From an optimization exercise on the open Yosys and OpenROAD flow, aimed at small area; shortcuts taken in it are not production practice. At most, simulation tests tie the RTL to the original design; equivalence was not proved. Power and IR drop assume default switching activity.

// mcar_timer
module mcar_timer (
    input  wire        clk,
    input  wire        rst,         
    input  wire [39:0] cmd,
    input  wire        cmd_valid,
    input  wire        tick,        
    input  wire [7:0]  flag0,       
    input  wire [7:0]  flag1,       
    output wire        busy,
    output wire [7:0]  result,
    output wire [7:0]  fault,
    output wire [5:0]  pin_dir,
    output wire [5:0]  pin_out,
    output wire [7:0]  cb_out,
    output reg         cb_strobe
);
Settings: LEC_CHECK=0, CAP_MARGIN=20, CORE_MARGIN=2, CORE_UTILIZATION=60, GPL_TIMING_DRIVEN=0, SLEW_MARGIN=20; clock period 14.0 ns.
standard.sh (not shown) runs the stock make flow with config.mk's settings and CLKGATE_MAP_FILE= SYNTH_SCRIPT=/design/flow/synth_recipe.tcl, a recipe that flattens the netlist after the stock synthesis.
==> flow/flow/run.sh <==
#!/bin/bash
# Standard ORFS layout (the standard.sh, standard synthesis unchanged) with two
# changes: the port buffers use the smallest buffer cell, and CTS builds a small tree
# (one sink cluster, clkbuf_8, no dummy loads).
set -euo pipefail
export BUFFER_PORTS_ARGS="-buffer_cell sky130_fd_sc_hd__buf_1"
export CTS_ARGS="-sink_clustering_enable -repair_clock_nets -dont_use_dummy_load -sink_clustering_size 100 -sink_clustering_max_diameter 500 -buf_list sky130_fd_sc_hd__clkbuf_8"
bash standard.sh finish > standard_flow.log 2>&1
Edit:
==> flow/flow/run.sh (replaced) <==
#!/bin/bash
# Standard ORFS layout (the standard.sh, standard synthesis unchanged) with these
# changes: the port buffers use the smallest buffer cell, CTS builds a small tree
# (clkbuf_8, no dummy loads), and after global routing the resizer downsizes cells
# on paths with positive slack (RECOVER_POWER).
set -euo pipefail
export BUFFER_PORTS_ARGS="-buffer_cell sky130_fd_sc_hd__buf_1"
export CTS_ARGS="-sink_clustering_enable -repair_clock_nets -dont_use_dummy_load -sink_clustering_size 100 -sink_clustering_max_diameter 500 -buf_list sky130_fd_sc_hd__clkbuf_8"
export RECOVER_POWER=100
bash standard.sh finish > standard_flow.log 2>&1
--- a/flow/config.mk
+++ b/flow/config.mk
@@ -8,5 +8,4 @@
 export CAP_MARGIN = 20
 export CORE_MARGIN = 2
-export CORE_UTILIZATION = 60
-export GPL_TIMING_DRIVEN = 0
+export CORE_UTILIZATION = 40
 export SLEW_MARGIN = 20
=>
- The new run finished but fails on max-capacitance violations, max-slew violations
- combinational power shrinks by roughly a tenth
- routed wire length shrinks by a few percent
- final area shrinks by a few percent
- cell count grows by a few percent
Edit:
--- a/flow/config.mk
+++ b/flow/config.mk
@@ -8,4 +8,5 @@
 export CAP_MARGIN = 20
 export CORE_MARGIN = 2
-export CORE_UTILIZATION = 40
+export CORE_UTILIZATION = 65
+export PLACE_DENSITY = 0.75
 export SLEW_MARGIN = 20
The changed run completed and failed the layout checks on max-capacitance violations, max-slew violations.
Worst hold slack improves by 8.6 ps.
Final cell count shrinks by 8.4%.
Setup slack degrades by 54 ps.
Sequential share of layout area grows by 0.46 points.
Edit:
==> flow/flow/run.sh (replaced) <==
#!/bin/bash
# Standard ORFS layout (the standard.sh, standard synthesis unchanged) with these
# changes: the port buffers use the smallest buffer cell, CTS builds a small tree
# (clkbuf_8, no dummy loads), and after global routing the resizer downsizes cells
# on paths with positive slack (RECOVER_POWER), then repairs slew and capacitance again.
set -euo pipefail
HERE="$(cd "$(dirname "${BASH_SOURCE[0]}")" && pwd)"
export BUFFER_PORTS_ARGS="-buffer_cell sky130_fd_sc_hd__buf_1"
export CTS_ARGS="-sink_clustering_enable -repair_clock_nets -dont_use_dummy_load -sink_clustering_size 100 -sink_clustering_max_diameter 500 -buf_list sky130_fd_sc_hd__clkbuf_8"
export RECOVER_POWER=100
export POST_GLOBAL_ROUTE_TCL="$HERE/post_grt.tcl"
bash standard.sh finish > standard_flow.log 2>&1
==> flow/flow/post_grt.tcl (new file) <==
# After power recovery: repair max slew and capacitance again, then legalize and
# reroute the nets that changed.
global_route -start_incremental
repair_design -slew_margin 20 -cap_margin 20
detailed_placement
global_route -end_incremental
estimate_parasitics -global_routing
--- a/flow/config.mk
+++ b/flow/config.mk
@@ -8,5 +8,4 @@
 export CAP_MARGIN = 20
 export CORE_MARGIN = 2
-export CORE_UTILIZATION = 65
-export PLACE_DENSITY = 0.75
+export CORE_UTILIZATION = 40
 export SLEW_MARGIN = 20
- This time the run finished clean
- clock power increases by a few percent
- total power goes up slightly
- non-clock buffer count came out higher by 3
- sequential power hardly moves
- sequential cell count is unchanged
- via count fell by a few percent
- worst setup slack is better by 49 ps
Function was not checked in any run of this note: the RTL went through the layout flow alone.

try-xenon:
mcar_timer, a different RTL version from the one above (not shown whole).
Size: ~730 cells after synthesis, roughly 90 flip-flops, roughly 98 I/O pins, roughly 6800 um2 of cells after synthesis.
clock: 14.0 ns
lec_check: 0
cap_margin: 20
core_margin: 2
core_utilization: 40
slew_margin: 20
==> flow/flow/run.sh <==
#!/bin/bash
# Standard ORFS layout (the standard.sh, standard synthesis unchanged) with two
# changes: the port buffers use the smallest buffer cell, and CTS builds a small tree
# (one sink cluster, clkbuf_8, no dummy loads); the constant outputs share one tie cell.
set -euo pipefail
export BUFFER_PORTS_ARGS="-buffer_cell sky130_fd_sc_hd__buf_1"
export SKIP_REPAIR_TIE_FANOUT=1
export CTS_ARGS="-sink_clustering_enable -repair_clock_nets -dont_use_dummy_load -sink_clustering_size 100 -sink_clustering_max_diameter 500 -buf_list sky130_fd_sc_hd__clkbuf_8"
bash standard.sh finish > standard_flow.log 2>&1
Input changes introduced in try-delta (baseline for comparison: try-xenon):
- putting PLACE_DENSITY at 0.8 where nothing was set
- swapping 40 for 60 in CORE_UTILIZATION
==> flow/flow/run.sh <==
#!/bin/bash
# Standard ORFS layout (the standard.sh, standard synthesis unchanged) with these
# changes: the port buffers use the smallest buffer cell; the constant outputs share
# one tie cell; CTS builds a small tree (clkbuf_8, no dummy loads); after global routing
# the resizer downsizes cells on paths with positive slack (RECOVER_POWER), then
# repairs slew and capacitance again (post_grt.tcl); timing-driven placement keeps none of its trial buffers.
set -euo pipefail
HERE="$(cd "$(dirname "${BASH_SOURCE[0]}")" && pwd)"
export BUFFER_PORTS_ARGS="-buffer_cell sky130_fd_sc_hd__buf_1"
export SKIP_REPAIR_TIE_FANOUT=1
export CTS_ARGS="-sink_clustering_enable -repair_clock_nets -dont_use_dummy_load -sink_clustering_size 100 -sink_clustering_max_diameter 500 -buf_list sky130_fd_sc_hd__clkbuf_8"
export RECOVER_POWER=100
export GPL_KEEP_OVERFLOW=0
export POST_GLOBAL_ROUTE_TCL="$HERE/post_grt.tcl"
bash standard.sh finish > standard_flow.log 2>&1
==> flow/flow/post_grt.tcl (new file) <==
# After power recovery: repair max slew and capacitance again, then legalize and
# reroute the nets that changed.
global_route -start_incremental
repair_design -slew_margin 20 -cap_margin 20
detailed_placement
global_route -end_incremental
estimate_parasitics -global_routing
## What came out
Per the final summary, try-delta finished and its layout is clean on timing, DRC and antenna.
Between try-delta and try-xenon, it is try-delta whose global-route usage is higher, by 9.2 points.
The length of routed met2 wiring of try-delta falls short of that of try-xenon by 2.8%.
Going from try-xenon to try-delta, register share of the cell area increased by 0.81 points relative to the old numbers; relative contribution of sequential cells to total power barely changed.
try-delta has setup slack above what try-xenon had.
Cmp try-xenon and try-delta / global-route wire length before repair / lower: try-delta
Diff try-xenon -> try-delta: total power essentially unchanged, die outline width now sits lower, die area decreased about 32%.
Modified inputs, try-lagoon compared to try-delta
- CORE_UTILIZATION now 40, was 60
- PLACE_DENSITY no longer set, was 0.8
==> flow/flow/run.sh <==
#!/bin/bash
# Standard ORFS layout (the standard.sh, standard synthesis unchanged) with two
# changes: the port buffers use the smallest buffer cell, and CTS builds a small tree
# (one sink cluster, clkbuf_8, no dummy loads).
set -euo pipefail
export BUFFER_PORTS_ARGS="-buffer_cell sky130_fd_sc_hd__buf_1"
export CTS_ARGS="-sink_clustering_enable -repair_clock_nets -dont_use_dummy_load -sink_clustering_size 100 -sink_clustering_max_diameter 500 -buf_list sky130_fd_sc_hd__clkbuf_8"
bash standard.sh finish > standard_flow.log 2>&1
removed: flow/flow/post_grt.tcl
Notes after the runs:
- Vertical die dimension (try-lagoon over try-delta): increase, 22%
- Summary of try-lagoon over try-delta: setup slack has decreased, cell area after placement saw an increase.
- The proportion of cell area occupied by registers number comes out lower for try-lagoon vs try-delta.
- Diff try-lagoon..try-delta | maximum frequency | negligible
- Any difference in clock skew between try-delta and try-lagoon is small enough to ignore.
- NOTE number of ordinary and repair buffers in the finished layout try-delta->try-lagoon increased by a few percent
- Summary — total power, try-lagoon relative to try-delta: higher, by about 0.6%.
- Going from try-delta to try-lagoon, met2 routed wirelength grew by a few percent.
Input-level comparison between try-garnet and try-lagoon:
- a change of CORE_UTILIZATION from 40 to 60
- an added PLACE_DENSITY of 0.8
==> flow/flow/run.sh <==
#!/bin/bash
# Standard ORFS layout (the standard.sh, standard synthesis unchanged) with these
# changes: the port buffers use the smallest buffer cell; the constant outputs share
# one tie cell; CTS builds a small tree (clkbuf_8, no dummy loads); after global routing
# the resizer downsizes cells on paths with positive slack (RECOVER_POWER), then
# repairs slew and capacitance again (post_grt.tcl); timing-driven placement keeps none of its trial buffers.
set -euo pipefail
HERE="$(cd "$(dirname "${BASH_SOURCE[0]}")" && pwd)"
export BUFFER_PORTS_ARGS="-buffer_cell sky130_fd_sc_hd__buf_1"
export SKIP_REPAIR_TIE_FANOUT=1
export CTS_ARGS="-sink_clustering_enable -repair_clock_nets -dont_use_dummy_load -sink_clustering_size 6 -sink_clustering_max_diameter 30 -balance_levels -root_buf sky130_fd_sc_hd__clkbuf_8 -buf_list sky130_fd_sc_hd__clkbuf_4"
export RECOVER_POWER=100
export GPL_KEEP_OVERFLOW=0
export POST_GLOBAL_ROUTE_TCL="$HERE/post_grt.tcl"
bash standard.sh finish > standard_flow.log 2>&1
==> flow/flow/post_grt.tcl (new file) <==
# After power recovery: repair max slew and capacitance again, then legalize and
# reroute the nets that changed.
global_route -start_incremental
repair_design -slew_margin 20 -cap_margin 20
detailed_placement
global_route -end_incremental
estimate_parasitics -global_routing
## What came out
- From try-lagoon to try-garnet the numbers moved as follows: maximum frequency shows no meaningful change, number of filler instances in the final layout shows a reduction of 42%, row count shrank by 9, pin count of the biggest net entering global routing did not really move.
- Changes observed in try-garnet relative to try-lagoon: net switching power dropped 1.4%; area taken by multi-input logic gates shows a reduction of about 2.5%.
- Post-layout instance area, try-lagoon and try-garnet: smaller value in try-garnet
- Across both runs, sequential fraction of total cell area was higher for try-garnet than for try-lagoon.
Here is what was changed in the inputs of try-yarrow compared with try-garnet.
- CORE_UTILIZATION changed from 60 to 40
- PLACE_DENSITY removed (was 0.8)
diff --git a/flow/flow/run.sh b/flow/flow/run.sh
--- a/flow/flow/run.sh
+++ b/flow/flow/run.sh
@@ -10,3 +10,3 @@
 export SKIP_REPAIR_TIE_FANOUT=1
-export CTS_ARGS="-sink_clustering_enable -repair_clock_nets -dont_use_dummy_load -sink_clustering_size 6 -sink_clustering_max_diameter 30 -balance_levels -root_buf sky130_fd_sc_hd__clkbuf_8 -buf_list sky130_fd_sc_hd__clkbuf_4"
+export CTS_ARGS="-sink_clustering_enable -repair_clock_nets -dont_use_dummy_load -sink_clustering_size 100 -sink_clustering_max_diameter 500 -buf_list sky130_fd_sc_hd__clkbuf_8"
 export RECOVER_POWER=100
--- outcome ---
- Relative to try-garnet, power share of the clock group increased by 0.5 points in try-yarrow.
- Relative to try-garnet, share of the core filled with cells has gone down in try-yarrow.
- Sum of routed wire length over all layers: try-yarrow vs try-garnet up about 0.56%
- From try-garnet to try-yarrow the numbers moved as follows: time the worst path needs with I/O delays and setup has remained practically unchanged; sequential portion of the cell area has decreased; number of setup buffers added after CTS has remained practically unchanged.
Setup changes, try-yarrow to try-maple
diff --git a/flow/flow/run.sh b/flow/flow/run.sh
--- a/flow/flow/run.sh
+++ b/flow/flow/run.sh
@@ -5,3 +5,3 @@
 # the resizer downsizes cells on paths with positive slack (RECOVER_POWER), then
-# repairs slew and capacitance again (post_grt.tcl); timing-driven placement keeps none of its trial buffers.
+# repairs slew and capacitance again (post_grt.tcl).
 set -euo pipefail
@@ -12,3 +12,2 @@
 export RECOVER_POWER=100
-export GPL_KEEP_OVERFLOW=0
 export POST_GLOBAL_ROUTE_TCL="$HERE/post_grt.tcl"
==> comparison <==
Compared with try-yarrow, in try-maple static leakage increased 0.036 nW, wire length has increased, sequential cell count stayed essentially flat. try-maple vs try-yarrow: total power up. try-maple against try-yarrow; multi-input logic area is up slightly. From try-yarrow to try-maple the numbers moved as follows: internal power did not really move; number of global-route vias before repair went up; fmax went down.

Another version of the RTL of mcar_timer (not shown whole).
Size in the first run: ~780 cells after synthesis, about 90 flip-flops, about 98 I/O pins, ~7100 um2 of cells after synthesis.
Design mcar_timer, start of the top module:
module mcar_timer (
    input  wire        clk,
    input  wire        rst,         
    input  wire [39:0] cmd,
    input  wire        cmd_valid,
    input  wire        tick,        
    input  wire [7:0]  flag0,       
    input  wire [7:0]  flag1,       
    output wire        busy,
    output wire [7:0]  result,
    output wire [7:0]  fault,
    output wire [5:0]  pin_dir,
    output wire [5:0]  pin_out,
    output wire [7:0]  cb_out,
    output reg         cb_strobe
);
==> flow/config.mk <==
export PLATFORM = sky130hd
export DESIGN_NAME = mcar_timer
export DESIGN_NICKNAME = mcar_timer
export VERILOG_FILES = /design/flow/design.v
export SDC_FILE = /design/flow/constraint.sdc
export NUM_CORES = 4
export LEC_CHECK = 0
export CAP_MARGIN = 20
export CORE_MARGIN = 2
export CORE_UTILIZATION = 40
export CTS_BUF_LIST = sky130_fd_sc_hd__clkbuf_4 sky130_fd_sc_hd__clkbuf_8
export SLEW_MARGIN = 20
==> flow/constraint.sdc <==
create_clock -name core_clock -period 14.0 [get_ports {clk}]
set_input_delay 2.8000 -clock core_clock [delete_from_list [all_inputs] [get_ports {clk}]]
set_output_delay 2.8000 -clock core_clock [all_outputs]
set_load 0.01 [all_outputs]
==> flow/flow/run.sh <==
#!/bin/bash
# Standard ORFS layout (the standard.sh, standard synthesis unchanged) with two
# changes: the port buffers use the smallest buffer cell, and CTS inserts no dummy loads.
set -euo pipefail
export BUFFER_PORTS_ARGS="-buffer_cell sky130_fd_sc_hd__buf_1"
export CTS_ARGS="-sink_clustering_enable -repair_clock_nets -dont_use_dummy_load"
bash standard.sh finish > standard_flow.log 2>&1
The starting point completed with no timing, DRC or antenna violations.
Rerun with:
==> flow/flow/run.sh (replaced) <==
#!/bin/bash
# Standard ORFS layout (the standard.sh, standard synthesis unchanged) with two
# changes: the port buffers use the smallest buffer cell, and CTS builds a small tree
# (one sink cluster, clkbuf_8, no dummy loads).
set -euo pipefail
export BUFFER_PORTS_ARGS="-buffer_cell sky130_fd_sc_hd__buf_1"
export CTS_ARGS="-sink_clustering_enable -repair_clock_nets -dont_use_dummy_load -sink_clustering_size 100 -sink_clustering_max_diameter 500 -buf_list sky130_fd_sc_hd__clkbuf_8"
bash standard.sh finish > standard_flow.log 2>&1
CTS_BUF_LIST = not set   (was sky130_fd_sc_hd__clkbuf_4 sky130_fd_sc_hd__clkbuf_8)
What happened: Final cell count does not change; die area does not change; sequential power hardly moves; power shrinks by 10%; cell area shrinks by 1.3%; synthesized area stays the same; clock power shrinks by 31%; combinational power barely changes; sequential share of layout area grows by 0.38 points.
Rerun with:
==> flow/run.sh (new file) <==
#!/bin/bash
# synth_recipe.tcl (not shown) runs the flow's synth.tcl, then flattens the netlist and writes it again
# the make line also repeats each setting of config.mk as NAME=value (left out here)
make -C /OpenROAD-flow-scripts/flow DESIGN_CONFIG=/design/flow/config.mk WORK_HOME=/design/flow/orfs CLKGATE_MAP_FILE= SYNTH_SCRIPT=/design/flow/synth_recipe.tcl finish
removed: flow/flow/run.sh
removed: flow/standard.sh
Global-route usage is higher by 1.8 points.
Area after synthesis does not change.
Non-clock buffer count is higher by 1.
Total power is higher by 21%.
Core utilization is higher by 4.2 points.
Die area does not change.
Rerun with:
==> flow/flow/run.sh (new file) <==
#!/bin/bash
# Standard ORFS layout (the standard.sh, standard synthesis unchanged) with two
# changes: the port buffers use the smallest buffer cell, and CTS inserts no dummy loads.
set -euo pipefail
export BUFFER_PORTS_ARGS="-buffer_cell sky130_fd_sc_hd__buf_1"
export CTS_ARGS="-sink_clustering_enable -repair_clock_nets -dont_use_dummy_load"
bash standard.sh finish > standard_flow.log 2>&1
==> flow/standard.sh (new file) <==
#!/bin/bash
# synth_recipe.tcl (not shown) runs the flow's synth.tcl, then flattens the netlist and writes it again
# the make line also repeats each setting of config.mk as NAME=value (left out here)
make -C /OpenROAD-flow-scripts/flow DESIGN_CONFIG=/design/flow/config.mk WORK_HOME=/design/flow/orfs CLKGATE_MAP_FILE= SYNTH_SCRIPT=/design/flow/synth_recipe.tcl "${@:-finish}"
removed: flow/run.sh
The changed run finished clean.
Register-to-register slack degrades by 420 ps.
Clock skew came out higher by 9.5 ps.
Die area stays the same.
Worst setup slack improves by 33 ps.

-- what the ideal ports hide --
How much do the figures lean on ideal ports? The routed layouts below were timed once more, with nothing changed but the port constraints. Step 1 (the two cells are an assumption about what drives the block):
set clk [get_ports {clk}]
set_driving_cell -lib_cell sky130_fd_sc_hd__clkbuf_16 $clk
set_driving_cell -lib_cell sky130_fd_sc_hd__buf_2 [delete_from_list [all_inputs] $clk]
Step 2 adds t to the input delays and takes it off the output delays; t is the mean of the earliest and latest rising clock arrival at the registers after step 1. Input paths then give back, and output paths get back, about the clock's delay inside the block. Three values: ideal ports, drivers, drivers and shift; two values: the first two.
| run | t, ns | setup WS [ns] | hold WS [ns] | cell pins on the clock port's net |
|---|---|---|---|---|
| the first run of note 1 | 0.407 | 0.433 / 0.448 / 0.041 | 0.466 / 0.466 / 0.466 | 1 |
| the second run of note 1 | 0.408 | 0.424 / 0.440 / 0.032 | 0.460 / 0.460 / 0.460 | 1 |
| the third run of note 1 | 0.395 | 0.370 / 0.387 / -0.008 | 0.469 / 0.469 / 0.469 | 1 |
| the fourth run of note 1 | 0.406 | 0.419 / 0.437 / 0.030 | 0.461 / 0.461 / 0.461 | 1 |
| try-xenon | 0.408 | 0.370 / 0.386 / -0.022 | 0.476 / 0.476 / 0.476 | 1 |
| try-delta | 0.393 | 0.416 / 0.425 / 0.032 | 0.481 / 0.481 / 0.481 | 1 |
| try-lagoon | 0.409 | 0.387 / 0.403 / -0.007 | 0.454 / 0.454 / 0.454 | 1 |
| try-garnet | 0.393 | 0.416 / 0.425 / 0.032 | 0.481 / 0.481 / 0.481 | 1 |
| try-yarrow | 0.396 | 0.416 / 0.432 / 0.036 | 0.476 / 0.476 / 0.476 | 1 |
| try-maple | 0.404 | 0.373 / 0.388 / -0.016 | 0.476 / 0.476 / 0.476 | 1 |
| the first run of note 3 | 0.386 | 0.400 / 0.420 / 0.034 | 0.470 / 0.470 / 0.470 | 1 |
| the second run of note 3 | 0.406 | 0.374 / 0.387 / -0.019 | 0.472 / 0.472 / 0.472 | 1 |
| the third run of note 3 | 0.396 | 0.367 / 0.385 / -0.011 | 0.468 / 0.468 / 0.468 | 1 |
| the fourth run of note 3 | 0.386 | 0.400 / 0.420 / 0.034 | 0.470 / 0.470 / 0.470 | 1 |
The setup slack of try-lagoon, which loses most, moves by +0.016 ns with the drivers and by -0.394 ns with both steps.
